Context: an optimization exercise on an open-source flow, tuned for small area, a short achievable clock period and few clock cycles per item. The choices shown serve that exercise and are no tape-out recipe.
RTL that was checked went through simulation tests only; none was proved equivalent to the original.
For run 2, only the layout was checked, not whether the RTL still works.
No activity file was given, so power comes from the tool's default toggle rates.

**flow/design.v**
```verilog
module prio_derive (
    input  wire        clk,
    input  wire        rst,
    input  wire        in_valid,
    output wire        in_ready,
    input  wire [63:0] in_table,
    output reg         out_valid,
    input  wire        out_ready,
    output reg  [19:0] out_order,
    output reg  [2:0]  out_diag
);
    localparam [2:0] D_NONE   = 3'd0,
                     D_OPAQUE = 3'd1,
                     D_AMBIG  = 3'd2,
                     D_MERGE  = 3'd3,
                     D_VERIFY = 3'd4;
    function req;                    
        input [1:0] v;
        input [1:0] t;
        input [3:0] A;
        integer u;
        reg d0, d1;
        begin
            d0 = 1'b1; d1 = 1'b1;    
            for (u = 0; u < 4; u = u + 1)
                if (A[u] && u != t) begin
                    if (u[0] == t[0]) d0 = 1'b0;
                    if (u[1] == t[1]) d1 = 1'b0;
                end
            if (d0)      req = (v[0] == t[0]);
            else if (d1) req = (v[1] == t[1]);
            else         req = (v == t);
        end
    endfunction
    function [1:0] level;
        input [31:0] q;
        input [3:0]  A;
        input [1:0]  t;
        integer s;
        reg o, at, af, e;
        begin
            o = 1'b1; at = 1'b0; af = 1'b0;
            for (s = 0; s < 16; s = s + 1)
                if ((s & ~A) == 0 && s != A) begin
                    e = req(q[2*s +: 2], t, A);
                    if (s[t]) o = o & e;
                    else begin
                        at = at | e;
                        af = af | !e;
                    end
                end
            if (!o)            level = 2'd1;
            else if (at && af) level = 2'd2;
            else if (at)       level = 2'd0;
            else               level = 2'd3;
        end
    endfunction
    function [1:0] sub2;
        input [31:0] q;
        input [3:0]  A;
        reg [1:0] p, r, res;
        integer c;
        begin
            p = q[2*A +: 2];
            res = 2'd0;
            for (c = 0; c < 4; c = c + 1)
                if (A[c] && req(p, c, A)) begin
                    r = level(q, A, c);
                    res = (r == 2'd3) ? 2'd0 : r;
                end
            sub2 = res;
        end
    endfunction
    function [1:0] sub3;
        input [31:0] q;
        input [3:0]  A;
        reg [1:0] p, r, res;
        integer c;
        begin
            p = q[2*A +: 2];
            res = 2'd0;
            for (c = 0; c < 4; c = c + 1)
                if (A[c] && req(p, c, A)) begin
                    r = level(q, A, c);
                    res = (r == 2'd3) ? sub2(q, A & ~(4'd1 << c)) : r;
                end
            sub3 = res;
        end
    endfunction
    function [1:0] suborder;
        input [31:0] q;
        reg [1:0] p, r, res;
        integer c;
        begin
            p = q[31:30];
            res = 2'd0;
            for (c = 0; c < 4; c = c + 1)
                if (p == c) begin
                    r = level(q, 4'hf, c);
                    res = (r == 2'd3) ? sub3(q, 4'hf & ~(4'd1 << c)) : r;
                end
            suborder = res;
        end
    endfunction
    wire [31:0] q0, q1;              
    genvar g;
    generate
        for (g = 0; g < 16; g = g + 1) begin : g_split
            assign q0[2*g +: 2] = in_table[4*g     +: 2];
            assign q1[2*g +: 2] = in_table[4*g + 2 +: 2];
        end
    endgenerate
    reg [19:0] order;
    wire [1:0] f0 = suborder(q0);
    wire [1:0] f1 = suborder(q1);
    reg  [3:0] pr0, pr1;
    reg  [3:0] ab0 [0:3];
    reg  [3:0] ab1 [0:3];
    reg        mok, same, vfail, s0, s1;
    reg  [3:0] bel [0:4];            
    reg  [4:0] here;
    reg  [4:0] at [0:4];             
    reg  [3:0] nib [0:4];
    reg        emp, fail;
    reg  [2:0] diag;
    integer x, y, k, e;
    function [4:0] onehot_cnt;       
        input [3:0] b;
        integer i;
        reg [2:0] c;
        begin
            c = 3'd0;
            for (i = 0; i < 4; i = i + 1) c = c + b[i];
            onehot_cnt = 5'd1 << c;
        end
    endfunction
    always @* begin
        for (x = 0; x < 4; x = x + 1) begin
            pr0[x] = (q0[2*(1 << x) +: 2] == x);
            pr1[x] = (q1[2*(1 << x) +: 2] == x);
            for (y = 0; y < 4; y = y + 1) begin
                ab0[x][y] = (q0[2*((1 << x) | (1 << y)) +: 2] == x);
                ab1[x][y] = (q1[2*((1 << x) | (1 << y)) +: 2] == x);
            end
        end
        s0 = pr0[3];
        s1 = pr1[3];
        mok = 1'b1;
        for (x = 0; x < 3; x = x + 1) begin
            if (pr0[x] != pr1[x]) mok = 1'b0;
            for (y = x + 1; y < 3; y = y + 1)
                if (ab0[x][y] != ab1[x][y]) mok = 1'b0;
            if (s0 && s1 && pr0[x] && ab0[3][x] && !ab1[3][x]) mok = 1'b0;
        end
        vfail = (q0[1:0] == 2'd3) != (q1[1:0] == 2'd3);
        same = s0 & s1;
        for (x = 0; x < 3; x = x + 1)
            if (pr0[x] && ab0[3][x] != ab1[3][x]) same = 1'b0;
        for (x = 0; x < 3; x = x + 1) begin
            bel[x] = 4'd0;
            for (y = 0; y < 3; y = y + 1)
                if (y != x) bel[x][y < x ? y : y - 1] = pr0[y] & ab0[x][y];
            bel[x][2] = s0 & ab0[x][3];
            bel[x][3] = s1 & !same & ab1[x][3];
            here[x] = pr0[x];
        end
        bel[3] = {1'b0, pr0[2] & ab0[3][2], pr0[1] & ab0[3][1], pr0[0] & ab0[3][0]};
        bel[4] = {s0,   pr0[2] & ab1[3][2], pr0[1] & ab1[3][1], pr0[0] & ab1[3][0]};
        here[3] = s0;
        here[4] = s1 & !same;
        for (e = 0; e < 5; e = e + 1)
            at[e] = here[e] ? onehot_cnt(bel[e]) : 5'd0;
        if (f0 != 2'd0)      diag = {1'b0, f0};
        else if (f1 != 2'd0) diag = {1'b0, f1};
        else if (!mok)       diag = D_MERGE;
        else if (vfail)      diag = D_VERIFY;
        else                 diag = D_NONE;
        fail = (diag != D_NONE);
        for (k = 0; k < 5; k = k + 1) begin
            emp = fail | !(at[0][k] | at[1][k] | at[2][k] | at[3][k] | at[4][k]);
            nib[k][3] = emp;
            nib[k][2] = emp | (at[3][k] & !same) | at[4][k];
            nib[k][1] = emp | at[2][k] | (at[3][k] & same);
            nib[k][0] = emp | at[1][k] | (at[3][k] & same) | at[4][k];
        end
        order = {nib[0], nib[1], nib[2], nib[3], nib[4]};
    end
    assign in_ready = !out_valid || out_ready;
    always @(posedge clk) begin
        if (rst)
            out_valid <= 1'b0;
        else if (in_ready)
            out_valid <= in_valid;
    end
    always @(posedge clk) begin
        if (in_ready) begin
            out_order <= order;
            out_diag  <= diag;
        end
    end
endmodule
```
**flow/run.sh**
```bash
#!/bin/bash
# synth_recipe.tcl (not shown) runs the flow's synth.tcl, then flattens the netlist and writes it again
# the make line also repeats each setting of config.mk as NAME=value (left out here)
make -C /OpenROAD-flow-scripts/flow DESIGN_CONFIG=/design/flow/config.mk WORK_HOME=/design/flow/orfs CLKGATE_MAP_FILE= SYNTH_SCRIPT=/design/flow/synth_recipe.tcl finish
```
**flow/config.mk**
```make
export PLATFORM = sky130hd
export DESIGN_NAME = prio_derive
export DESIGN_NICKNAME = prio_derive
export VERILOG_FILES = /design/flow/design.v
export SDC_FILE = /design/flow/constraint.sdc
export NUM_CORES = 4
export LEC_CHECK = 0
export CAP_MARGIN = 20
export CORE_MARGIN = 2
export CORE_UTILIZATION = 40
export PLACE_DENSITY = 0.6
export SLEW_MARGIN = 20
```
**flow/constraint.sdc**
```tcl
create_clock -name core_clock -period 8.0 [get_ports {clk}]
set_input_delay 1.6000 -clock core_clock [delete_from_list [all_inputs] [get_ports {clk}]]
set_output_delay 1.6000 -clock core_clock [all_outputs]
set_load 0.01 [all_outputs]
```
==> summary.md, run 1 <==
| Metric | Value |
|---|---|
| Crit Path Max Fanout | `15` |
| Flop2flop setup slack | `roughly 6900 ps` |
| First-pass GRT wire length | `30000 um` |
| DRC viols | `0` |
| Reg2Reg Launch Point | `out_valid$_SDFFE_PP0P_` |
| DRT iter0 DRCs | `about 660` |
| Setup violators final | `0` |
| NumNets Final | `between 700 and 800` |
| ANT cells | `0` |
| Clock power frac | `27.6%` |
| Worst-path clk slew | `60 ps` |
| Hold buffer count at cts | `0` |
| Area growth, synth to finish | `20.0%` |
| Io pins | `just over 90` |
| Max Fclk | `between 0.15 and 0.2 GHz` |
| Hold EP | `out_valid$_SDFFE_PP0P_` |
| Via/cell ratio | `roughly 6.6` |
| Drt total wl | `19300 um` |
| Total global-route track usage | `~29%` |
| Initial DRT Pass Iterations | `5` |
| Psw | `about 0.00018 W` |
| Hold path startpoint | `out_valid$_SDFFE_PP0P_` |
| Sequential area share after synthesis | `between 10% and 20%` |
| Critical Path End Type | `flip-flop` |
| Full die area | `~13000 sq um` |
| Maximum buffer depth of the clock tree | `2` |
| Vias in the first global route | `5492` |
| Skew final | `4.99 ps` |
| Max VDD drop | `~0.000071 V` |
| Post-CTS Setup Inserts | `0` |
| Max transition margin | `about 34%` |
| Cell Rows | `40` |
| Combinational power share | `around 45%` |
| Initial core utilization | `around two fifths` |
| Num CTS Buffers | `3` |
| Pre-CTS WS | `around 1800 ps` |
| PostCTS Resize Cnt | `0` |
| Internal | `between 0.0003 and 0.0004 W` |
| Setup_tns | `0 ps` |
| Synth Instances | `about 660` |
| Fin crit share | `75.9%` |
| Number of synthesized flops with an enable pin | `23` |
| Synthesis warning total | `6` |
| Commonest non-fill, non-tap cell in the layout | `clkdlybuf4s50_1` |
| Chip Width | `~120 um` |
| Fillers | `1213` |
| Ys flop type | `edfxtp_1` |
| WL/cell | `21.8 um` |
| CP Launch Type | `input pin` |
| Reg power frac | `between 20% and 30%` |
| Crit path required time | `around 8000 ps` |
| Outcome | `finished clean` |
| Syn Std Cell Area | `~5000 sq um` |
| Core Region | `12100 sq um` |
| Min Tclk post-route | `slightly above 6000 ps` |
| PwrDens | `between 80 and 90 nW/um^2` |
| Reg area | `a little over 700 sq um` |
| Worst slew pin tran | `between 900 and 1000 ps` |
| Multi-input gate area in the final layout | `a little under 4000 sq um` |
| Sw frac | `35.8%` |
| Post-synth cell types | `90` |
| Share of cells above drive strength 1 | `7.84%` |
| Mapped Avg Cell Area | `~7.5 sq um` |
| GPL Wtd Cong | `1.02` |
| Seq cells post-synth | `24` |
| Antenna-violating nets left | `0` |
| Vias | `5799` |
| DIE HEIGHT | `between 100 and 150 um` |
| Remaining global-route overflow | `0` |
| Final WS setup | `~1900 ps` |
| Max-Cap Viols | `0` |
| Hold WC Path Type | `reg -> reg` |
| Slew Viols, Final | `0` |
| CTS root buffer | `clkbuf_16` |
| Sink Count | `24` |
| H-tree Lvls | `1` |
| R2r endpoint | `out_order[12]$_DFFE_PP_` |
| CTS tree | `done` |
| Hold depth | `2` |
| Worst-skew pair later-pin latency | `around 260 ps` |
| Unrepaired setup endpoints after global routing | `no` |
| PortBufs | `a little over 90` |
| DPL Wire Length | `around 15000 um` |
| Crit Path Class | `in -> reg` |
| Leak | `1.91 nW` |
| Reg2Reg Depth | `1` |
| Asr flop ratio synth | `0%` |
| Initial antenna violation count | `0` |
| CP arrival | `6040 ps` |
| Largest net degree at the start of global routing | `26` |
| Most frequent cells in the layout | `92 x clkdlybuf4s50_1, 62 x nand2_1, 50 x nor2_1` |
| Post-Synthesis Net Count | `around 740` |
| Final Hold Violating Endpoints | `0` |
==> synthesized netlist by cell type, drive strengths merged (4+ instances only) <==
cell type | count | area, sq um
a2111oi | 8 | 108
a211oi | 20 | 155
a21oi | 17 | 85.1
a221oi | 4 | 41.3
a22oi | 9 | 67.6
a31o | 4 | 35.0
a31oi | 13 | 81.3
a41oi | 4 | 35.0
and2 | 7 | 43.8
and3 | 7 | 43.8
and4b | 8 | 80.1
buf | 37 | 236
clkbuf | 14 | 52.6
edfxtp | 23 | 691
fa | 5 | 100
ha | 8 | 100
inv | 27 | 101
nand2 | 62 | 233
nand2b | 32 | 200
nand3 | 33 | 215
nand3b | 7 | 52.6
nand4 | 28 | 188
nand4b | 5 | 43.8
nor2 | 51 | 194
nor2b | 19 | 119
nor3 | 27 | 135
nor3b | 7 | 52.6
nor4 | 27 | 188
nor4b | 9 | 78.8
o2111ai | 4 | 35.0
o211ai | 4 | 43.8
o21ai | 15 | 75.1
o22ai | 9 | 62.6
o311ai | 4 | 70.1
o31ai | 5 | 51.3
or2 | 7 | 43.8
or3 | 4 | 25.0
or4 | 19 | 154
xnor2 | 12 | 105
xor2 | 9 | 78.8
==> flip-flops by register name, summed over array words and instances (netlist names) <==
signal,count
out_diag,3
out_valid,1
out_order,20
==> how the worst max path moves through the flow <==
stage,cells past startpoint,endpoint,slack [ps],start
after floorplan,18,out_order[8]$_DFFE_PP_,2950,in_table[36]
after global placement,14,out_order[9]$_DFFE_PP_,1900,in_table[5]
after detailed placement,16,out_order[8]$_DFFE_PP_,1790,in_table[5]
after CTS,16,out_order[8]$_DFFE_PP_,2010,in_table[5]
after global routing,16,out_order[8]$_DFFE_PP_,1670,in_table[5]
final,16,out_order[8]$_DFFE_PP_,1930,in_table[5]
==> critical path, stage by stage <==
cell and delay, ps:
clkdlybuf4s50_1 770, nor2_1 610, a22oi_1 290, nand2_1 280
nand3_1 160, or3_1 370, fa_1 490, inv_1 40
ha_1 190, ha_1 190, nor2_1 260, nand2_1 90
nor2_1 140, nor2_1 100, nor4_1 370, nand3_2 100
==> cell type report <==
cell class | count | share of cell area, %
clock buffer | 3 | 1.26
multi-input combinational | 561 | 64.9
sequential | 24 | 11.9
inverter | 27 | 1.70
timing repair buffer | 98 | 16.2
clock inverter | 1 | 0.504
tap | 168 | 3.52
==> per-stage QoR <==
stage,area [sq um],power (W),hold slack [ps],std cells,utilization [%]
after global routing,5960,0.000533,1020,882,49.4
after detailed placement,5850,0.000363,1290,877,48.5
after global placement,5850,0.000363,1250,877,48.5
after CTS,5950,0.000504,1300,881,49.4
final,5960,0.000507,923,882,49.4
after floorplan,4970,0.000278,1160,663,-
==> logic make-up (layout without fill, tap and decap cells) <==
| kind of cell | after synthesis | after routing | synth area share (%) |
|---|---|---|---|
| muxes | 1 | 1 | 0.201 |
| buffers and inverters | 78 | 129 | 7.86 |
| AOI/OAI and AO/OA | 155 | 155 | 25.6 |
| adders and majority gates | 13 | 13 | 4.03 |
| xor gates and xnor gates | 21 | 21 | 3.70 |
| DFF | 24 | 24 | 14.3 |
| and+or+nand+nor | 371 | 371 | 44.3 |
==> per-layer routing <==
layer,global-route usage [%],part of all wire [%],vias to the layer above
met5,0,0,-
met4,5.86,1.5,0
met3,5.39,9.0,21
met2,45.5,46,300
met1,40.4,44,2788
li1,-,-,2690
==> power by group through the flow <==
stage / Clock [W] / Combinational (W) / Sequential (W)
final: 0.000140 / 0.000228 / 0.000139
after floorplan: 0 / 0.000136 / 0.000143
after global routing: 0.000148 / 0.000245 / 0.000139
after CTS: 0.000142 / 0.000223 / 0.000139
after global placement: 0 / 0.000221 / 0.000142
after detailed placement: 0 / 0.000221 / 0.000142
Testbench counts, summed over its fixed seeds: cycles 2,056, items 2,048.
==> run 2: changes to the inputs <==
--- a/flow/design.v
+++ b/flow/design.v
@@ -112,3 +112,2 @@
     endgenerate
-    reg [19:0] order;
     wire [1:0] f0 = suborder(q0);
@@ -118,20 +117,4 @@
     reg  [3:0] ab1 [0:3];
-    reg        mok, same, vfail, s0, s1;
-    reg  [3:0] bel [0:4];            
-    reg  [4:0] here;
-    reg  [4:0] at [0:4];             
-    reg  [3:0] nib [0:4];
-    reg        emp, fail;
-    reg  [2:0] diag;
-    integer x, y, k, e;
-    function [4:0] onehot_cnt;       
-        input [3:0] b;
-        integer i;
-        reg [2:0] c;
-        begin
-            c = 3'd0;
-            for (i = 0; i < 4; i = i + 1) c = c + b[i];
-            onehot_cnt = 5'd1 << c;
-        end
-    endfunction
+    reg        mok, vfail;
+    integer x, y;
     always @* begin
@@ -145,4 +128,2 @@
         end
-        s0 = pr0[3];
-        s1 = pr1[3];
         mok = 1'b1;
@@ -152,8 +133,65 @@
                 if (ab0[x][y] != ab1[x][y]) mok = 1'b0;
-            if (s0 && s1 && pr0[x] && ab0[3][x] && !ab1[3][x]) mok = 1'b0;
+            if (pr0[3] && pr1[3] && pr0[x] && ab0[3][x] && !ab1[3][x]) mok = 1'b0;
         end
         vfail = (q0[1:0] == 2'd3) != (q1[1:0] == 2'd3);
-        same = s0 & s1;
+    end
+    assign in_ready = !out_valid || out_ready;
+    reg  [1:0] r_f0, r_f1;
+    reg        r_mok, r_vf;
+    reg  [2:0] r_pr;                 
+    reg        r_s0, r_s1;           
+    reg  [2:0] r_tt;                 
+    reg  [2:0] r_a0, r_a1;           
+    always @(posedge clk) begin
+        if (rst)
+            out_valid <= 1'b0;
+        else if (in_ready)
+            out_valid <= in_valid;
+    end
+    always @(posedge clk) begin
+        if (in_ready) begin
+            r_f0  <= f0;
+            r_f1  <= f1;
+            r_mok <= mok;
+            r_vf  <= vfail;
+            r_pr  <= pr0[2:0];
+            r_s0  <= pr0[3];
+            r_s1  <= pr1[3];
+            r_tt  <= {ab0[1][2], ab0[0][2], ab0[0][1]};
+            r_a0  <= {ab0[3][2], ab0[3][1], ab0[3][0]};
+            r_a1  <= {ab1[3][2], ab1[3][1], ab1[3][0]};
+        end
+    end
+    reg        same, fail;
+    reg  [3:0] bel [0:4];            
+    reg  [4:0] here;
+    reg  [4:0] at [0:4];             
+    reg  [3:0] nib [0:4];
+    reg        emp;
+    reg        ov [0:2][0:2];        
+    integer e, k;
+    function [4:0] onehot_cnt;       
+        input [3:0] b;
+        integer i;
+        reg [2:0] c;
+        begin
+            c = 3'd0;
+            for (i = 0; i < 4; i = i + 1) c = c + b[i];
+            onehot_cnt = 5'd1 << c;
+        end
+    endfunction
+    always @* begin
+        if (r_f0 != 2'd0)      out_diag = {1'b0, r_f0};
+        else if (r_f1 != 2'd0) out_diag = {1'b0, r_f1};
+        else if (!r_mok)       out_diag = D_MERGE;
+        else if (r_vf)         out_diag = D_VERIFY;
+        else                   out_diag = D_NONE;
+        fail = (r_f0 != 2'd0) | (r_f1 != 2'd0) | !r_mok | r_vf;
+        ov[0][1] = r_tt[0]; ov[1][0] = !r_tt[0];
+        ov[0][2] = r_tt[1]; ov[2][0] = !r_tt[1];
+        ov[1][2] = r_tt[2]; ov[2][1] = !r_tt[2];
+        ov[0][0] = 1'b0; ov[1][1] = 1'b0; ov[2][2] = 1'b0;
+        same = r_s0 & r_s1;
         for (x = 0; x < 3; x = x + 1)
-            if (pr0[x] && ab0[3][x] != ab1[3][x]) same = 1'b0;
+            if (r_pr[x] && r_a0[x] != r_a1[x]) same = 1'b0;
         for (x = 0; x < 3; x = x + 1) begin
@@ -161,19 +199,13 @@
             for (y = 0; y < 3; y = y + 1)
-                if (y != x) bel[x][y < x ? y : y - 1] = pr0[y] & ab0[x][y];
-            bel[x][2] = s0 & ab0[x][3];
-            bel[x][3] = s1 & !same & ab1[x][3];
-            here[x] = pr0[x];
-        end
-        bel[3] = {1'b0, pr0[2] & ab0[3][2], pr0[1] & ab0[3][1], pr0[0] & ab0[3][0]};
-        bel[4] = {s0,   pr0[2] & ab1[3][2], pr0[1] & ab1[3][1], pr0[0] & ab1[3][0]};
-        here[3] = s0;
-        here[4] = s1 & !same;
+                if (y != x) bel[x][y < x ? y : y - 1] = r_pr[y] & ov[x][y];
+            bel[x][2] = r_s0 & !r_a0[x];
+            bel[x][3] = r_s1 & !same & !r_a1[x];
+            here[x] = r_pr[x];
+        end
+        bel[3] = {1'b0, r_pr & r_a0};
+        bel[4] = {r_s0, r_pr & r_a1};
+        here[3] = r_s0;
+        here[4] = r_s1 & !same;
         for (e = 0; e < 5; e = e + 1)
             at[e] = here[e] ? onehot_cnt(bel[e]) : 5'd0;
-        if (f0 != 2'd0)      diag = {1'b0, f0};
-        else if (f1 != 2'd0) diag = {1'b0, f1};
-        else if (!mok)       diag = D_MERGE;
-        else if (vfail)      diag = D_VERIFY;
-        else                 diag = D_NONE;
-        fail = (diag != D_NONE);
         for (k = 0; k < 5; k = k + 1) begin
@@ -185,16 +217,3 @@
         end
-        order = {nib[0], nib[1], nib[2], nib[3], nib[4]};
-    end
-    assign in_ready = !out_valid || out_ready;
-    always @(posedge clk) begin
-        if (rst)
-            out_valid <= 1'b0;
-        else if (in_ready)
-            out_valid <= in_valid;
-    end
-    always @(posedge clk) begin
-        if (in_ready) begin
-            out_order <= order;
-            out_diag  <= diag;
-        end
+        out_order = {nib[0], nib[1], nib[2], nib[3], nib[4]};
     end
--- a/flow/config.mk
+++ b/flow/config.mk
@@ -11,2 +11,3 @@
 export PLACE_DENSITY = 0.6
+export SETUP_SLACK_MARGIN = 4
 export SLEW_MARGIN = 20
==> run 2 against run 1 <==
  * Design area fell by 3.3%
  * Sequential power barely moved
  * Die area fell by 14%
  * Global-route usage rose by 0.62 points
  * Flip-flop and latch count fell by 3
  * Critical endpoint is now out_order[4]
==> summary.md, run 2 <==
| Metric | Value |
|---|---|
| Core Region | `between 10000 and 15000 sq um` |
| Max Fclk | `between 0.2 and 0.25 GHz` |
| Worst path cell trace | `xor2_1 -> a22oi_2 -> nand2_2 -> nand2_4 -> nor2_2 -> fa_2 -> ha_4 -> ha_4 -> and3b_1 -> nand2_1 -> nand3_2 -> o31a_1 -> o21ai_1 -> or3_4 -> buf_6` |
| Slew Viols, Final | `0` |
| Synth cell count leaders | `64 x nor2_1, 54 x nand2_1, 29 x inv_1, 29 x nand4_1, 28 x nor2b_1` |
| DPL Wire Length | `12900 um` |
| Final Hold Violating Endpoints | `0` |
| Critical Path End Type | `output pin` |
| Buf+Inv Stages, Crit Path | `1` |
| CTS root buffer | `clkbuf_8` |
| GPL Wtd Cong | `slightly below 1` |
| Ys flop type | `edfxtp_1` |
| DRC viols | `0` |
| Flop2flop setup slack | `~7000 ps` |
| Synth Instances | `~600` |
| Leading area contributor after synthesis | `edfxtp_1` |
| Chip Width | `107 um` |
| Sequential area share after synthesis | `about 15%` |
| Leak | `between 2 and 2.5 nW` |
| PwrDens | `81.8 nW/um^2` |
| Max VDD drop | `between 0.00006 and 0.00007 V` |
| Remaining global-route overflow | `0` |
| Crit path top cell by count | `ha_4` |
| Maximum buffer depth of the clock tree | `2` |
| NumNets Final | `approximately 780` |
| Post-synth top area share | `14.1%` |
| Vias | `5348` |
| Post-Synthesis Net Count | `just under 700` |
| Setup violators final | `0` |
| First-pass GRT wire length | `about 27000 um` |
| CTS tree | `done` |
| H-tree Lvls | `1` |
| Cell with the most instances after synthesis | `nor2_1` |
| CP arrival | `3340 ps` |
| Total global-route track usage | `slightly below 30%` |
| CP Launch Type | `flip-flop` |
| Fin crit share | `between 60% and 70%` |
| Full die area | `approximately 12000 sq um` |
| Sink Count | `21` |
| DRT iter0 DRCs | `434` |
| Area growth, synth to finish | `35.0%` |
| Drt total wl | `between 15000 and 20000 um` |
| Initial core utilization | `about two fifths` |
| Synthesis warning total | `7` |
| Non-filler cells, final | `830` |
| Crit Path Class | `reg -> out` |
| Max-Cap Viols | `0` |
| Worst-skew pair later-pin latency | `between 200 and 300 ps` |
| Via/cell ratio | `between 6 and 7` |
| Worst slew pin tran | `around 840 ps` |
| Most frequent cells in the layout | `58 x nor2_1, 51 x nand2_1, 51 x clkdlybuf4s50_1` |
| Post-Layout Inst Area | `slightly below 6000 sq um` |
| Commonest non-fill, non-tap cell in the layout | `nor2_1` |
| Initial antenna violation count | `0` |
| Unrepaired setup endpoints after global routing | `yes` |
| Max transition margin | `43.8%` |
| Crit-path max cell delay | `~460 ps` |
| Outcome | `finished clean` |
| Skew final | `roughly 0.95 ps` |
| Post-synth cell types | `79` |
| Hold WC Path Type | `reg -> reg` |
| PortBufs | `92` |
| Worst-path clk slew | `approximately 70 ps` |
| Share of cells above drive strength 1 | `between 10% and 20%` |
| Seq cells post-synth | `21` |
| Io pins | `between 90 and 100` |
| Min Tclk post-route | `about 4900 ps` |
| Mapped Avg Cell Area | `about 7.1 sq um` |
| Number of synthesized flops with an enable pin | `20` |
| Antenna-violating nets left | `0` |
| Setup_tns | `0 ps` |
| Cell Rows | `37` |
| Crit Path Max Fanout | `3` |
| Num CTS Buffers | `3` |
| ANT cells | `0` |
| Largest cells by area after synthesis | `edfxtp_1 14%, nor2_1 5.6%, nand2_1 4.7%` |
| Asr flop ratio synth | `0%` |
| Largest net degree at the start of global routing | `22` |
| Fillers | `approximately 970` |
| Crit path required time | `6400 ps` |
| Initial DRT Pass Iterations | `5` |
| Largest delay share family, worst path | `simple AND/OR/NAND/NOR gates` |
| Hold buffer count at cts | `0` |
| Final Total Pwr | `0.000472 W` |
| Post-Place Cells | `793` |
| DIE HEIGHT | `roughly 110 um` |
| WL/cell | `20.7 um` |
| CP max-delay cell | `fa_2` |
| Vias in the first global route | `around 5200` |
| Syn Std Cell Area | `around 4300 sq um` |
| DP Area | `between 5000 and 6000 sq um` |
run 2: cell types whose count changed in the layout (fill, tap and decap cells not counted), moves of 9 or more:
cell             change
or4_1               -11
and2_1              +11
nand2b_1            -17
dlymetal6s2s_1       +9
a211oi_1            -11
buf_2               +16
nand2_1             -11
buf_4               +25
nor3_1               -9
clkdlybuf4s50_1     -41
run 2: cell type report:
| cell class | count | area, sq um | area share (%) |
|---|---|---|---|
| clock buffer | 3 | 41.3 | 0.716 |
| tap | 136 | 170 | 2.95 |
| clock inverter | 1 | 5.00 | 0.0868 |
| inverter | 30 | 113 | 1.95 |
| timing repair buffer | 124 | 1090 | 19.0 |
| multi-input combinational | 515 | 3720 | 64.6 |
| sequential | 21 | 621 | 10.8 |
run 2: path summary, 6_finish.rpt:
check,endpoint,cells past startpoint,startpoint
min,out_valid$_SDFFE_PP0P_,2,out_valid$_SDFFE_PP0P_
min reg2reg,out_valid$_SDFFE_PP0P_,2,out_valid$_SDFFE_PP0P_
max reg2reg,r_a1[0]$_DFFE_PP_,1,out_valid$_SDFFE_PP0P_
max,out_order[4],15,r_a1[0]$_DFFE_PP_
run 2: power breakdown:
group          internal (W)  leakage (nW)  switching [W]
combinational      0.000115          1.85       0.000149
clock             0.0000348        0.0255      0.0000351
sequential         0.000129         0.226     0.00000818
total              0.000279          2.10       0.000192
run 2: timing repair:
| item | 4_1_cts | 5_1_grt |
|---|---|---|
| hold endpoints to repair | 0 | 0 |
| setup endpoints to repair | 24 | 23 |
| gates resized for setup | 132 | 26 |
| pin swaps | 19 | 15 |
| setup buffers | 24 | 8 |
| gates cloned | 1 | 0 |
run 2: layer usage:
layer | global-route usage, % | up-vias | share of wire [%]
met4 | 9.00 | 0 | 4.1
met5 | 0 | - | 0
met1 | 36.9 | 2520 | 40
li1 | - | 2486 | -
met3 | 2.48 | 51 | 7.1
met2 | 52.4 | 291 | 49
run 2: cells by family after synthesis:
family	Yosys count	share of synthesized area, %
mux	5	1.23
fa+ha+maj	15	5.27
flops	21	14.5
compound gates	133	23.3
xor+xnor	22	4.51
simple gates	339	44.1
buf+inv	68	7.03
run 2: per-stage QoR:
| stage | setup WS [ps] | util (%) | hold slack (ps) |
|---|---|---|---|
| 6_report | 3060 | 55.9 | 789 |
| 5_1_grt | 2960 | 55.9 | 832 |
| 4_1_cts | 3140 | 54.4 | 796 |
| 3_5_place_dp | 2600 | 51.2 | 1190 |
| 3_3_place_gp | 2710 | 51.2 | 1180 |
| 2_1_floorplan | 3460 | - | 1090 |
==> run 3: changes to the inputs <==
--- a/flow/design.v
+++ b/flow/design.v
@@ -117,3 +117,3 @@
     reg  [3:0] ab1 [0:3];
-    reg        mok, vfail;
+    reg        mok, vfail, same;
     integer x, y;
@@ -136,2 +136,5 @@
         vfail = (q0[1:0] == 2'd3) != (q1[1:0] == 2'd3);
+        same = pr0[3] & pr1[3];
+        for (x = 0; x < 3; x = x + 1)
+            if (pr0[x] && ab0[3][x] != ab1[3][x]) same = 1'b0;
     end
@@ -144,2 +147,3 @@
     reg  [2:0] r_a0, r_a1;           
+    reg        r_same;               
     always @(posedge clk) begin
@@ -162,5 +166,6 @@
             r_a1  <= {ab1[3][2], ab1[3][1], ab1[3][0]};
-        end
-    end
-    reg        same, fail;
+            r_same <= same;
+        end
+    end
+    reg        fail;
     reg  [3:0] bel [0:4];            
@@ -174,8 +179,11 @@
         input [3:0] b;
-        integer i;
-        reg [2:0] c;
-        begin
-            c = 3'd0;
-            for (i = 0; i < 4; i = i + 1) c = c + b[i];
-            onehot_cnt = 5'd1 << c;
+        begin
+            case (b)
+                4'b0000:                                     onehot_cnt = 5'b00001;
+                4'b0001, 4'b0010, 4'b0100, 4'b1000:          onehot_cnt = 5'b00010;
+                4'b0011, 4'b0101, 4'b0110, 4'b1001,
+                4'b1010, 4'b1100:                            onehot_cnt = 5'b00100;
+                4'b0111, 4'b1011, 4'b1101, 4'b1110:          onehot_cnt = 5'b01000;
+                default:                                     onehot_cnt = 5'b10000;
+            endcase
         end
@@ -193,5 +201,2 @@
         ov[0][0] = 1'b0; ov[1][1] = 1'b0; ov[2][2] = 1'b0;
-        same = r_s0 & r_s1;
-        for (x = 0; x < 3; x = x + 1)
-            if (r_pr[x] && r_a0[x] != r_a1[x]) same = 1'b0;
         for (x = 0; x < 3; x = x + 1) begin
@@ -201,3 +206,3 @@
             bel[x][2] = r_s0 & !r_a0[x];
-            bel[x][3] = r_s1 & !same & !r_a1[x];
+            bel[x][3] = r_s1 & !r_same & !r_a1[x];
             here[x] = r_pr[x];
@@ -207,3 +212,3 @@
         here[3] = r_s0;
-        here[4] = r_s1 & !same;
+        here[4] = r_s1 & !r_same;
         for (e = 0; e < 5; e = e + 1)
@@ -213,5 +218,5 @@
             nib[k][3] = emp;
-            nib[k][2] = emp | (at[3][k] & !same) | at[4][k];
-            nib[k][1] = emp | at[2][k] | (at[3][k] & same);
-            nib[k][0] = emp | at[1][k] | (at[3][k] & same) | at[4][k];
+            nib[k][2] = emp | (at[3][k] & !r_same) | at[4][k];
+            nib[k][1] = emp | at[2][k] | (at[3][k] & r_same);
+            nib[k][0] = emp | at[1][k] | (at[3][k] & r_same) | at[4][k];
         end
==> run 3 against run 2 <==
  * Critical path depth fell by 4
  * Final cell count rose by 5.8%
  * Synthesized cell count rose by 9.0%
  * Hold slack got worse by 18 ps
  * Worst setup slack improved by 900 ps
  * Sequential share of layout area rose by 0.55 points
  * Via count rose by 3.2%
  * Combinational power fell by 9.1%
  * Clock power rose by 45%
  * Largest power group unchanged
==> summary.md, run 3 <==
| Metric | Value |
|---|---|
| Commonest non-fill, non-tap cell in the layout | `nand2_1` |
| Non-filler cells, final | `approximately 900` |
| Synth Instances | `657` |
| Leading area contributor after synthesis | `edfxtp_1` |
| Slew Viols, Final | `0` |
| Syn Std Cell Area | `roughly 4400 sq um` |
| Post-Place Cells | `roughly 850` |
| Sink Count | `22` |
| NumNets Final | `around 820` |
| Ys flop type | `edfxtp_1` |
| Largest cells by area after synthesis | `edfxtp_1 14%, nand2_1 7.2%, nor2_1 4.9%` |
| Setup violators final | `0` |
| DPL Wire Length | `approximately 13000 um` |
| First-pass GRT wire length | `between 20000 and 30000 um` |
| CP Launch Type | `flip-flop` |
| Worst-skew pair later-pin latency | `roughly 260 ps` |
| Total global-route track usage | `~29%` |
| GPL Wtd Cong | `1.04` |
| H-tree Lvls | `1` |
| Mapped Avg Cell Area | `6.65 sq um` |
| WL/cell | `20.1 um` |
| CP arrival | `roughly 2400 ps` |
| Max-Cap Viols | `0` |
| Post-synth cell types | `just over 70` |
| Chip Width | `around 110 um` |
| DRC viols | `0` |
| Remaining global-route overflow | `0` |
| Drt total wl | `about 18000 um` |
| Max Fclk | `about 0.25 GHz` |
| Number of synthesized flops with an enable pin | `21` |
| Cell Rows | `38` |
| Via/cell ratio | `6.29` |
| DRT iter0 DRCs | `532` |
| Num CTS Buffers | `3` |
| Initial core utilization | `40.7%` |
| Full die area | `~12000 sq um` |
| Largest net degree at the start of global routing | `23` |
| CTS tree | `done` |
| Crit path required time | `~6400 ps` |
| Crit Path Class | `reg -> out` |
| Initial antenna violation count | `0` |
| Sequential area share after synthesis | `14.9%` |
| Worst-path clk slew | `80 ps` |
| Vias | `between 5000 and 6000` |
| DIE HEIGHT | `109 um` |
| Cell with the most instances after synthesis | `nand2_1` |
| Final Total Pwr | `0.000485 W` |
| Post-Synthesis Net Count | `approximately 740` |
| Max VDD drop | `a little under 0.00007 V` |
| CTS root buffer | `clkbuf_8` |
| Asr flop ratio synth | `0%` |
| Unrepaired setup endpoints after global routing | `yes` |
| Synthesis warning total | `7` |
| Seq cells post-synth | `22` |
| Final Hold Violating Endpoints | `0` |
| Io pins | `93` |
| Fin crit share | `50.5%` |
| Most frequent cells in the layout | `81 x nand2_1, 56 x clkdlybuf4s50_1, 54 x nor2_1` |
| PwrDens | `approximately 84 nW/um^2` |
| Maximum buffer depth of the clock tree | `2` |
| Max transition margin | `between 50% and 60%` |
| Core Region | `10700 sq um` |
| Critical Path End Type | `output pin` |
| Leak | `2.17 nW` |
| Final core occ | `53.6%` |
| Initial DRT Pass Iterations | `5` |
| PortBufs | `between 90 and 100` |
| Synth cell count leaders | `84 x nand2_1, 57 x nor2_1, 42 x inv_1` |
| Vias in the first global route | `roughly 5000` |
| Area growth, synth to finish | `31.7%` |
| Antenna-violating nets left | `0` |
| Crit Path Max Fanout | `4` |
| Min Tclk post-route | `slightly above 4000 ps` |
| Setup_tns | `0 ps` |
| Share of cells above drive strength 1 | `between 10% and 20%` |
| ANT cells | `0` |
| Post-synth top area share | `around 14%` |
| Hold WC Path Type | `reg -> reg` |
| Skew final | `around 10 ps` |
| Worst slew pin tran | `668 ps` |
| Outcome | `finished clean` |
## run 3: report_power, final
part,switching [W],internal (W)
Clock,0.0000340,0.0000667
Sequential,0.00000950,0.000135
Combinational,0.000141,0.0000989
## run 3: per-layer routing
layer | vias up | wire [um] | GRT usage [%]
li1 | 2619 | - | -
met1 | 2572 | 7770 | 41.5
met2 | 299 | 7820 | 44.4
met3 | 30 | 1720 | 4.88
met4 | 0 | 308 | 5.13
met5 | - | 0 | 0
## run 3: logic make-up after synthesis
kind of cell,synth area share (%)
AO/OA/AOI/OAI,24.8
XOR/XNOR,4.21
AND/OR/NAND/NOR,42.2
flip-flops,14.9
multiplexers,2.83
buffers and inverters,8.27
adder cells (fa/ha/maj),2.86
## run 3: stage by stage
stage          setup WS, ps  hold WS (ps)  cell area, sq um
4_1_cts                3830           787              5550
6_report               3960           770              5750
3_3_place_gp           2810          1230              5270
2_1_floorplan          4160          1110              4370
5_1_grt                3780           824              5750
3_5_place_dp           2760          1320              5270
## run 3: final timing paths
check / startpoint / endpoint / slack, ps / cells past startpoint
setup / recovery: r_pr[1]$_DFFE_PP_ / out_order[5] / 3960 / 11
hold / removal: out_valid$_SDFFE_PP0P_ / out_valid$_SDFFE_PP0P_ / 770 / 2
setup reg to reg: out_valid$_SDFFE_PP0P_ / r_s0$_DFFE_PP_ / 7010 / 2
hold reg to reg: out_valid$_SDFFE_PP0P_ / out_valid$_SDFFE_PP0P_ / 770 / 2
## run 3: worst max-delay path: stages (launching register included)
cell,delay (ps)
edfxtp_1,500
buf_6,180
inv_1,90
nor2_1,70
ha_1,310
mux2i_1,220
nor3_1,70
o21ai_1,190
buf_4,140
buf_4,90
nand3_1,50
dlygate4sd2_1,280
## run 3: layout make-up
| cell class | instances | area, sq um |
|---|---|---|
| inverter | 43 | 161 |
| timing repair buffer | 119 | 1100 |
| tap | 140 | 175 |
| fill | 1071 | 4990 |
| multi-input combinational | 550 | 3600 |
| sequential | 22 | 651 |
| clock inverter | 1 | 30.0 |
| clock buffer | 3 | 41.3 |
## run 3: timing repair
action / CTS / global route
setup endpoints to repair: 25 / 24
pin swaps: 4 / 13
hold buffers: 0 / 0
gates cloned: 1 / 0
resized for setup: 47 / 71
setup buffers: 21 / 6
Testbench counts of run 3, summed over its fixed seeds: cycles 2,056, items 2,048.
==> run 4: changes to the inputs <==
--- a/flow/config.mk
+++ b/flow/config.mk
@@ -11,3 +11,3 @@
 export PLACE_DENSITY = 0.6
-export SETUP_SLACK_MARGIN = 4
+export SETUP_SLACK_MARGIN = 5
 export SLEW_MARGIN = 20
==> run 4 against run 3 <==
  * Still clean on timing, DRC and antenna
  * Total power grew 10%
  * Clock skew shrank 5.1 ps
  * Synthesized area is the same
  * Maximum frequency grew 2.7%
  * Critical path depth is the same
  * Sequential power is essentially flat
  * Register-to-register slack lost 80 ps
  * Clock power is essentially flat
  * Critical endpoint is now out_order[14]
==> summary.md, run 4 <==
| Metric | Value |
|---|---|
| Hold WC Path Type | `reg -> reg` |
| Reg power frac | `between 20 and 30%` |
| Core Region | `between 10000 and 15000 sq um` |
| DRT iter0 DRCs | `around 700` |
| H-tree Lvls | `1` |
| CP arrival | `between 2000 and 2500 ps` |
| DPL Wire Length | `approximately 13000 um` |
| Min Tclk post-route | `between 3000 and 4000 ps` |
| Synth cell count leaders | `84 x nand2_1, 57 x nor2_1, 42 x inv_1` |
| Max Fclk | `0.254 GHz` |
| Full die area | `approximately 12000 sq um` |
| CTS root buffer | `clkbuf_8` |
| Setup violators final | `0` |
| Initial DRT Pass Iterations | `7` |
| Worst-path clk slew | `approximately 80 ps` |
| Antenna-violating nets left | `0` |
| Io pins | `93` |
| Crit Path Max Fanout | `4` |
| Num CTS Buffers | `3` |
| Synthesis warning total | `7` |
| Via/cell ratio | `6.44` |
| Worst-skew pair later-pin latency | `260 ps` |
| Final Hold Violating Endpoints | `0` |
| Worst slew pin tran | `656 ps` |
| Asr flop ratio synth | `0%` |
| Chip Width | `109 um` |
| DIE HEIGHT | `between 100 and 150 um` |
| Initial core utilization | `around two fifths` |
| Sink Count | `22` |
| Number of synthesized flops with an enable pin | `21` |
| DRC viols | `0` |
| Max VDD drop | `between 0.00005 and 0.00006 V` |
| Mapped Avg Cell Area | `approximately 6.7 sq um` |
| PwrDens | `80.7 nW/um^2` |
| Internal | `0.000325 W` |
| Unrepaired setup endpoints after global routing | `yes` |
| Seq cells post-synth | `22` |
| Post-Synthesis Net Count | `about 740` |
| Cell with the most instances after synthesis | `nand2_1` |
| Outcome | `finished clean` |
| Syn Std Cell Area | `roughly 4400 sq um` |
| Leak | `roughly 2.6 nW` |
| Max-Cap Viols | `0` |
| GPL Wtd Cong | `1.00` |
| Skew final | `between 5 and 6 ps` |
| Sequential area share after synthesis | `between 10% and 20%` |
| Vias in the first global route | `approximately 5300` |
| WL/cell | `20.9 um` |
| Pre-CTS WS | `3430 ps` |
| Worst hold margin | `roughly 770 ps` |
| Initial antenna violation count | `0` |
| Sw frac | `between 30% and 40%` |
| Leading area contributor after synthesis | `edfxtp_1` |
| Crit Path Class | `reg -> out` |
| Clock power frac | `a little under a fifth` |
| DP Area | `~5500 sq um` |
| Grt met3 use | `6.81%` |
| Commonest non-fill, non-tap cell in the layout | `buf_4` |
| Setup_tns | `0 ps` |
| CP Launch Type | `flip-flop` |
| Total global-route track usage | `between 30% and 40%` |
| Maximum buffer depth of the clock tree | `2` |
| Drt total wl | `approximately 19000 um` |
| Largest cells by area after synthesis | `edfxtp_1 14%, nand2_1 7.2%, nor2_1 4.9%` |
| Synth Instances | `657` |
| Final core occ | `roughly three fifths` |
| CTS tree | `done` |
| Hold buffer count at cts | `0` |
| Fillers | `986` |
| GR Util met1 | `between 40% and 50%` |
| Slew Viols, Final | `0` |
| Post-synth cell types | `72` |
| Ys flop type | `edfxtp_1` |
| Fin crit share | `around half` |
| Share of cells above drive strength 1 | `between 30% and 40%` |
| ANT cells | `0` |
| GRT Max-Usage Layer | `met2` |
| Combinational power share | `53.4%` |
| NumNets Final | `around 870` |
| Vias | `slightly below 6000` |
| Psw | `about 0.00021 W` |
| Remaining global-route overflow | `0` |
| Grt met2 use | `~48%` |
| Area growth, synth to finish | `51.8%` |
| Post-synth top area share | `around 14%` |
| First-pass GRT wire length | `between 20000 and 30000 um` |
| Largest net degree at the start of global routing | `21` |
| PortBufs | `between 90 and 100` |
| Cell Rows | `38` |
| Critical Path End Type | `output pin` |
| Max transition margin | `a little under three fifths` |
| Post-Layout Inst Area | `approximately 6600 sq um` |
| Most frequent cells in the layout | `73 x buf_4, 70 x nand2_1, 47 x nor2_1` |
| Crit path required time | `6400 ps` |
| Final WS setup | `~4000 ps` |
-- run 4: cell counts after synthesis --
Identical to the previous run, type by type.
-- run 4: final cells by class --
class / instances / area, sq um / area share [%]
Inverter: 43 / 164 / 2.47
Sequential cell: 22 / 651 / 9.80
Clock inverter: 1 / 30.0 / 0.452
Clock buffer: 3 / 41.3 / 0.622
Multi-Input combinational cell: 550 / 4140 / 62.4
Tap cell: 140 / 175 / 2.64
Timing Repair Buffer: 167 / 1440 / 21.6
-- run 4: metal layers --
metal,wire [um],part of all wire [%]
met1,7870,41
met2,8930,46
met3,2050,11
met4,524,2.7
met5,0,0
-- run 4: final timing paths --
check	startpoint	to	slack (ps)	cells after the start
worst max-delay path	r_pr[0]$_DFFE_PP_	out_order[14]	4060	11
worst min register to register	out_valid$_SDFFE_PP0P_	out_valid$_SDFFE_PP0P_	770	2
worst max register to register	out_valid$_SDFFE_PP0P_	r_a0[2]$_DFFE_PP_	6930	3
worst min-delay path	out_valid$_SDFFE_PP0P_	out_valid$_SDFFE_PP0P_	770	2
-- run 4: logic make-up (layout without fill, tap and decap cells) --
| group | after synthesis | count (layout) | synth area share (%) |
|---|---|---|---|
| DFF | 22 | 22 | 14.9 |
| xor gates and xnor gates | 21 | 21 | 4.21 |
| muxes | 12 | 12 | 2.83 |
| adders and majority gates | 10 | 10 | 2.86 |
| AOI/OAI and AO/OA | 156 | 156 | 24.8 |
| buffers and inverters | 86 | 214 | 8.27 |
| and+or+nand+nor | 350 | 351 | 42.2 |
-- run 4: stage by stage --
stage	instances	power, W
final	926	0.000536
after global routing	926	0.000561
after CTS	902	0.000501
after detailed placement	846	0.000365
after global placement	846	0.000362
after floorplan	657	0.000285
-- run 4: worst max-delay path, stage by stage, from the launching register on --
cell and delay [ps]:
edfxtp_1 500, nand2_2 150, ha_4 210, mux2_4 260
o211ai_1 180, buf_4 170, o21ai_4 60, buf_6 120
nor2b_4 100, nand2_2 80, o2111ai_2 60, buf_2 160
-- run 4: power by group through the flow --
stage | clock [W] | sequential (W) | combinational, W
2_1_floorplan | 0 | 0.000145 | 0.000141
3_3_place_gp | 0 | 0.000151 | 0.000212
3_5_place_dp | 0 | 0.000151 | 0.000214
4_1_cts | 0.000105 | 0.000145 | 0.000251
5_1_grt | 0.000109 | 0.000148 | 0.000304
6_report | 0.000103 | 0.000147 | 0.000286
-- run 4: repair_timing --
action,4_1_cts,5_1_grt
endpoints found under the setup margin,31,27
gates resized for setup,418,86
pin swaps,47,27
buffers inserted,49,24
gates cloned,3,0
==> run 5: changes to the inputs <==
==> flow/flow/run.sh (new file) <==
#!/bin/bash
# Layout flow: the standard layout, with the ports buffered by small
# plain buffers (sky130_fd_sc_hd__buf_1) instead of the delay-cell buffers
# buffer_ports picks on its own; repair_design and repair_timing size them
# from there. Every port still gets its own buffer.
set -euo pipefail
export BUFFER_PORTS_ARGS="-buffer_cell sky130_fd_sc_hd__buf_1"
bash standard.sh finish > standard_flow.log 2>&1
==> flow/standard.sh (new file) <==
#!/bin/bash
# synth_recipe.tcl (not shown) runs the flow's synth.tcl, then flattens the netlist and writes it again
# the make line also repeats each setting of config.mk as NAME=value (left out here)
make -C /OpenROAD-flow-scripts/flow DESIGN_CONFIG=/design/flow/config.mk WORK_HOME=/design/flow/orfs CLKGATE_MAP_FILE= SYNTH_SCRIPT=/design/flow/synth_recipe.tcl "${@:-finish}"
--- a/flow/config.mk
+++ b/flow/config.mk
@@ -11,3 +11,3 @@
 export PLACE_DENSITY = 0.6
-export SETUP_SLACK_MARGIN = 5
+export SETUP_SLACK_MARGIN = 4.4
 export SLEW_MARGIN = 20
removed: flow/run.sh
==> run 5 against run 4 <==
  * Largest power group unchanged
  * Critical path type unchanged
  * Combinational power decreased by 18%
  * Non-clock buffer count decreased by 41
  * Highest routed layer unchanged
  * Global-route usage fell by 0.96 points
  * Still clean
  * Worst setup slack got worse by 19 ps
==> summary.md, run 5 <==
| Metric | Value |
|---|---|
| Psw | `about 0.00020 W` |
| Post-synth top area share | `between 10% and 20%` |
| Hold WC Path Type | `reg -> reg` |
| Sink Count | `22` |
| Worst-skew pair later-pin latency | `between 200 and 300 ps` |
| Worst slew pin tran | `roughly 670 ps` |
| Via/cell ratio | `6.51` |
| Io pins | `between 90 and 100` |
| Total global-route track usage | `between 20 and 30%` |
| Sw frac | `between 40 and 50%` |
| Post-synth cell types | `72` |
| Setup_tns | `0 ps` |
| Worst-path clk slew | `approximately 90 ps` |
| Largest cells by area after synthesis | `edfxtp_1 14%, nand2_1 7.2%, nor2_1 4.9%` |
| Slew Viols, Final | `0` |
| Reg2Reg Depth | `1` |
| Seq cells post-synth | `22` |
| Leading area contributor after synthesis | `edfxtp_1` |
| Antenna-violating nets left | `0` |
| Largest net degree at the start of global routing | `23` |
| Vias | `5761` |
| Max-Cap Viols | `0` |
| Number of synthesized flops with an enable pin | `21` |
| Synthesis warning total | `7` |
| CTS tree | `done` |
| Hold buffer count at cts | `0` |
| Worst hold margin | `~800 ps` |
| Leak | `slightly below 2 nW` |
| Mapped Avg Cell Area | `about 6.7 sq um` |
| Sequential area share after synthesis | `14.9%` |
| Combinational power share | `between 50 and 60%` |
| Reg area | `about 650 sq um` |
| Skew final | `11.9 ps` |
| Cell with the most instances after synthesis | `nand2_1` |
| Multi-input gate area in the final layout | `3740 sq um` |
| Full die area | `roughly 12000 sq um` |
| Setup violators final | `0` |
| Share of cells above drive strength 1 | `between 10% and 20%` |
| Max transition margin | `between 50% and 60%` |
| DRC viols | `0` |
| Max VDD drop | `0.0000622 V` |
| Fillers | `roughly 1100` |
| Synth cell count leaders | `84 x nand2_1, 57 x nor2_1, 42 x inv_1` |
| Syn Std Cell Area | `4370 sq um` |
| Most frequent cells in the layout | `80 x nand2_1, 57 x buf_1, 52 x nor2_1` |
| Min Tclk post-route | `between 3000 and 4000 ps` |
| Outcome | `finished clean` |
| Maximum buffer depth of the clock tree | `2` |
| Initial DRT Pass Iterations | `8` |
| WL/cell | `approximately 21 um` |
| Reg power frac | `32.3%` |
| CP Launch Type | `flip-flop` |
| GPL Wtd Cong | `between 1 and 1.5` |
| H-tree Lvls | `1` |
| PortBufs | `around 90` |
| Remaining global-route overflow | `0` |
| Area growth, synth to finish | `24.3%` |
| CTS root buffer | `clkbuf_8` |
| Max Fclk | `roughly 0.25 GHz` |
| Final Total Pwr | `approximately 0.00045 W` |
| Commonest non-fill, non-tap cell in the layout | `nand2_1` |
| DIE HEIGHT | `109 um` |
| Ys flop type | `edfxtp_1` |
| First-pass GRT wire length | `roughly 28000 um` |
| Vias in the first global route | `between 5000 and 6000` |
| Core Region | `between 10000 and 15000 sq um` |
| Crit Path Class | `reg -> out` |
| DRT iter0 DRCs | `528` |
| Initial core utilization | `between 40% and 50%` |
| Cell Rows | `38` |
| Internal | `roughly 0.00026 W` |
| Clock power frac | `15.8%` |
| Unrepaired setup endpoints after global routing | `yes` |
| Chip Width | `109 um` |
| Num CTS Buffers | `3` |
| PwrDens | `83.5 nW/um^2` |
| ANT cells | `0` |
| Post-Synthesis Net Count | `approximately 740` |
| Crit path required time | `6400 ps` |
| DPL Wire Length | `roughly 13000 um` |
| Initial antenna violation count | `0` |
| Drt total wl | `roughly 18000 um` |
| Crit Path Max Fanout | `3` |
| NumNets Final | `around 800` |
| Asr flop ratio synth | `0%` |
| CP arrival | `2350 ps` |
| Hold depth | `2` |
| Critical Path End Type | `output pin` |
| Fin crit share | `about half` |
| Synth Instances | `~660` |
| Final Hold Violating Endpoints | `0` |
[run 5: cell counts after synthesis]
No cell type changed its count.
[run 5: final cells by class]
type                    count  share of cell area (%)
multi-input cells         550                    68.8
repair buffers            126                    12.2
flip-flops and latches     22                    12.0
well taps                 140                    3.22
inverters                  43                    2.97
clock buffers               3                   0.760
clock inverters             1                  0.0691
[run 5: power groups by stage]
| stage | Sequential [W] | Combinational (W) | Clock [W] |
|---|---|---|---|
| floorplan | 0.000143 | 0.000125 | 0 |
| global placement | 0.000148 | 0.000178 | 0 |
| detailed placement | 0.000149 | 0.000180 | 0 |
| CTS | 0.000145 | 0.000213 | 0.0000716 |
| global route | 0.000147 | 0.000253 | 0.0000763 |
| finish | 0.000146 | 0.000235 | 0.0000718 |
[run 5: layer usage]
layer	vias to the layer above	GRT usage [%]	part of all wire [%]
met5	-	0	0
met4	0	6.68	1.4
met3	28	4.70	10
met2	389	46.8	46
met1	2700	42.2	42
li1	2644	-	-
[run 5: logic make-up after synthesis]
logic type / share of synthesized area [%]
AO/OA/AOI/OAI: 24.8
multiplexers: 2.83
XOR/XNOR: 4.21
flip-flops: 14.9
adder cells (fa/ha/maj): 2.86
buffers and inverters: 8.27
AND/OR/NAND/NOR: 42.2
[run 5: critical path: stages, from the launching register on]
cell	delay, ps
edfxtp_1	440
buf_6	160
nor3b_4	290
xnor2_2	130
buf_4	150
a22o_1	210
a21oi_2	250
nand3_1	110
nand2_1	100
a211o_1	120
clkbuf_2	140
[run 5: per-stage QoR]
stage | area [sq um] | setup slack (ps) | util, % | std cells
after floorplan | 4370 | 4420 | - | 657
after global placement | 4700 | 3940 | 43.7 | 847
after detailed placement | 4700 | 3860 | 43.7 | 847
after CTS | 5220 | 4150 | 48.5 | 879
after global routing | 5430 | 3970 | 50.6 | 885
final | 5430 | 4050 | 50.6 | 885
[run 5: final timing paths]
path	slack [ps]	endpoint	from
worst max-delay path	4050	out_order[6]	r_a1[0]$_DFFE_PP_
worst min-delay path	800	out_valid$_SDFFE_PP0P_	out_valid$_SDFFE_PP0P_
worst max register to register	7000	r_pr[1]$_DFFE_PP_	out_valid$_SDFFE_PP0P_
worst min register to register	800	out_valid$_SDFFE_PP0P_	out_valid$_SDFFE_PP0P_
[run 5: timing repair]
action	4_1_cts	5_1_grt
resized for setup	80	47
setup buffers	27	6
pin swaps	22	19
setup endpoints to repair	24	24
gates cloned	1	0
==> run 6: changes to the inputs <==
--- a/flow/config.mk
+++ b/flow/config.mk
@@ -11,3 +11,3 @@
 export PLACE_DENSITY = 0.6
-export SETUP_SLACK_MARGIN = 4.4
+export SETUP_SLACK_MARGIN = 4
 export SLEW_MARGIN = 20
==> run 6 against run 5 <==
  * Synthesized cell count is the same
  * Design area is 9.2% lower
  * Synthesized area unchanged
  * Via count shrank 4.1%
  * Wire length fell by 12%
  * Non-clock buffer count shrank 21
  * First-iteration DRC count is 0.57% higher
  * Critical path depth shrank 2
  * Sequential power barely moved
==> summary.md, run 6 <==
| Metric | Value |
|---|---|
| Crit-path max cell delay | `between 400 and 500 ps` |
| R2r endpoint | `r_a0[1]$_DFFE_PP_` |
| Hold depth | `2` |
| Unrepaired setup endpoints after global routing | `yes` |
| Synth cell count leaders | `84 x nand2_1, 57 x nor2_1, 42 x inv_1` |
| Maximum buffer depth of the clock tree | `2` |
| CP max-delay cell | `or3b_2` |
| Mapped Avg Cell Area | `~6.7 sq um` |
| Sink Count | `22` |
| Reg2Reg Depth | `1` |
| Mux share of post-synthesis cell area | `2.83%` |
| Crit Path Class | `reg -> out` |
| WL/cell | `between 15 and 20 um` |
| Syn Std Cell Area | `4370 sq um` |
| DRC viols | `0` |
| Flop2flop setup slack | `7040 ps` |
| GPL Wtd Cong | `between 0.9 and 1` |
| Number of synthesized flops with an enable pin | `21` |
| CTS tree | `done` |
| PwrDens | `85.4 nW/um^2` |
| Num CTS Buffers | `3` |
| Post-Layout Inst Area | `4930 sq um` |
| Synth Area in Adders | `2.86%` |
| Share of cells above drive strength 1 | `between 7 and 8%` |
| Max VDD drop | `0.0000634 V` |
| Hold path startpoint | `out_valid$_SDFFE_PP0P_` |
| Post-synthesis xor/xnor area fraction | `about 4.2%` |
| Synthesis warning total | `7` |
| Most frequent cells in the layout | `88 x buf_1, 81 x nand2_1, 55 x nor2_1` |
| Drt total wl | `around 16000 um` |
| Reg2Reg Launch Point | `out_valid$_SDFFE_PP0P_` |
| Post-synth cell types | `72` |
| Crit Path Max Fanout | `5` |
| NumNets Final | `between 800 and 900` |
| Max Fclk | `around 0.26 GHz` |
| Core Region | `10700 sq um` |
| Slew Viols, Final | `0` |
| First-pass GRT wire length | `25200 um` |
| DIE HEIGHT | `109 um` |
| Setup violators final | `0` |
| Final Hold Violating Endpoints | `0` |
| Worst slew pin tran | `approximately 1000 ps` |
| CTS root buffer | `clkbuf_8` |
| Hold EP | `out_valid$_SDFFE_PP0P_` |
| DPL Wire Length | `between 10000 and 15000 um` |
| Asr flop ratio synth | `0%` |
| Buf+Inv Stages, Crit Path | `2` |
| Crit path required time | `~6400 ps` |
| Worst path cell trace | `buf_4 -> nand2_1 -> ha_1 -> mux2_2 -> nand2_2 -> o21ai_0 -> or3b_2 -> clkbuf_2` |
| Skew final | `about 7 ps` |
| Hold WC Path Type | `reg -> reg` |
| Initial core utilization | `40.7%` |
| Vias in the first global route | `4823` |
| Seq cells post-synth | `22` |
| Remaining global-route overflow | `0` |
| Leading area contributor after synthesis | `edfxtp_1` |
| Critical Path End Type | `output pin` |
| Full die area | `between 10000 and 15000 sq um` |
| Worst-path clk slew | `roughly 80 ps` |
| Area growth, synth to finish | `12.9%` |
| Initial antenna violation count | `0` |
| Leak | `roughly 1.7 nW` |
| Max transition margin | `between 30% and 40%` |
| Simple-Gate Fraction of Synth Area | `a little over two fifths` |
| Io pins | `93` |
| ANT cells | `0` |
| Via/cell ratio | `6.40` |
| Fin crit share | `about half` |
| Setup_tns | `0 ps` |
| Largest delay share family, worst path | `simple AND/OR/NAND/NOR gates` |
| Largest net degree at the start of global routing | `24` |
| Min Tclk post-route | `3920 ps` |
| Cell count along the critical path | `8` |
| DRT iter0 DRCs | `around 530` |
| Outcome | `finished clean` |
| Max-Cap Viols | `0` |
| PortBufs | `92` |
| Post-synth top area share | `about 14%` |
| Cell Rows | `38` |
| Chip Width | `109 um` |
| Sequential area share after synthesis | `about 15%` |
| Initial DRT Pass Iterations | `6` |
| Post-Synthesis Net Count | `around 740` |
| Complex-gate fraction of the synthesized area | `around a quarter` |
| Total global-route track usage | `approximately a quarter` |
| Largest family of logic cells by synthesized area | `simple AND/OR/NAND/NOR gates` |
| CP arrival | `around 2300 ps` |
| Vias | `around 5500` |
| DP Area | `4700 sq um` |
| Synth Instances | `657` |
| Cell with the most instances after synthesis | `nand2_1` |
| CP Launch Type | `flip-flop` |
| Ys flop type | `edfxtp_1` |
| Worst-skew pair later-pin latency | `between 200 and 300 ps` |
| Commonest non-fill, non-tap cell in the layout | `buf_1` |
| Largest cells by area after synthesis | `edfxtp_1 14%, nand2_1 7.2%, nor2_1 4.9%` |
| Final Total Pwr | `between 0.0004 and 0.0005 W` |
| H-tree Lvls | `1` |
| Antenna-violating nets left | `0` |
## run 6: area by class of cell
cell class / count / area [sq um]
Clock buffer: 4 / 55.1
Sequential cell: 22 / 651
Multi-Input combinational cell: 549 / 3440
Fill cell: 1141 / 5810
Tap cell: 140 / 175
Inverter: 43 / 161
Timing Repair Buffer: 105 / 448
## run 6: worst max path at each step
stage                                 start       endpoint  slack, ps
after floorplan                   out_ready       in_ready       4160
after global placement            out_ready       in_ready       3700
after detailed placement          out_ready       in_ready       3650
after CTS                         out_ready       in_ready       4020
after global routing      r_pr[1]$_DFFE_PP_  out_order[13]       3950
final                     r_pr[0]$_DFFE_PP_  out_order[13]       4080
## run 6: kinds of logic (layout without fill, tap and decap cells)
kind of cell	after synthesis	after routing
and+or+nand+nor	350	350
AOI/OAI and AO/OA	156	156
buffers and inverters	86	152
DFF	22	22
xor gates and xnor gates	21	21
muxes	12	12
adders and majority gates	10	10
## run 6: layer usage
layer | up-vias | wire length [um] | track usage [%] | part of all wire [%]
met3 | 42 | 1590 | 2.53 | 9.9
li1 | 2588 | - | - | -
met1 | 2539 | 6990 | 38.3 | 43
met5 | - | 0 | 0 | 0
met2 | 356 | 7140 | 42.4 | 44
met4 | 0 | 408 | 7.05 | 2.5
## run 6: stage by stage
step | cells | util (%) | hold slack [ps] | setup WS [ps]
6_report | 863 | 45.9 | 781 | 4080
3_3_place_gp | 847 | 43.7 | 1230 | 3700
2_1_floorplan | 657 | - | 1110 | 4160
5_1_grt | 863 | 45.9 | 839 | 3950
4_1_cts | 861 | 45.1 | 976 | 4020
3_5_place_dp | 847 | 43.7 | 1300 | 3650
## run 6: timing repair
action / in CTS / in global routing
hold endpoints to repair: 0 / 0
buffers inserted: 10 / 2
endpoints found under the setup margin: 8 / 14
resized for setup: 6 / 26
hold buffers: 0 / 0
pin swaps: 0 / 3
## run 6: report_power, final
| part | internal (W) | leakage, nW | switching [W] |
|---|---|---|---|
| combinational | 0.0000676 | 1.46 | 0.000130 |
| clock | 0.0000439 | 0.0288 | 0.0000356 |
| sequential | 0.000135 | 0.238 | 0.00000887 |
| total | 0.000247 | 1.72 | 0.000175 |

==> what the ideal ports hide <==
In the flow no input, the clock included, has a driving cell. The finished layouts below were timed again as built, in two steps.
Step 1 (the two cells are an assumption about what drives the block):
set clk [get_ports {clk}]
set_driving_cell -lib_cell sky130_fd_sc_hd__clkbuf_16 $clk
set_driving_cell -lib_cell sky130_fd_sc_hd__buf_2 [delete_from_list [all_inputs] $clk]
Step 2 adds t to the input delays and takes it off the output delays; t is the mean of the earliest and latest rising clock arrival at the registers after step 1. Input paths then give back, and output paths get back, about the clock's delay inside the block.
Slacks: ideal / step 1 / step 2; pairs: ideal / step 1.
run	t, ns	setup slack, ns	worst data-port slew with drivers (ns)
run 1	0.286	1.929 / 1.931 / 1.645	0.04
run 2	0.286	3.062 / 3.037 / 3.324	0.04
run 3	0.280	3.959 / 3.932 / 3.834	0.04
run 4	0.290	4.065 / 4.037 / 4.327	0.14
run 5	0.289	4.045 / 4.018 / 4.240	0.04
run 6	0.285	4.082 / 4.056 / 3.847	0.03
After both steps every run listed still meets setup and hold. The setup slack of run 1, which loses most, moves by +0.002 ns with the drivers and by -0.284 ns with both steps.
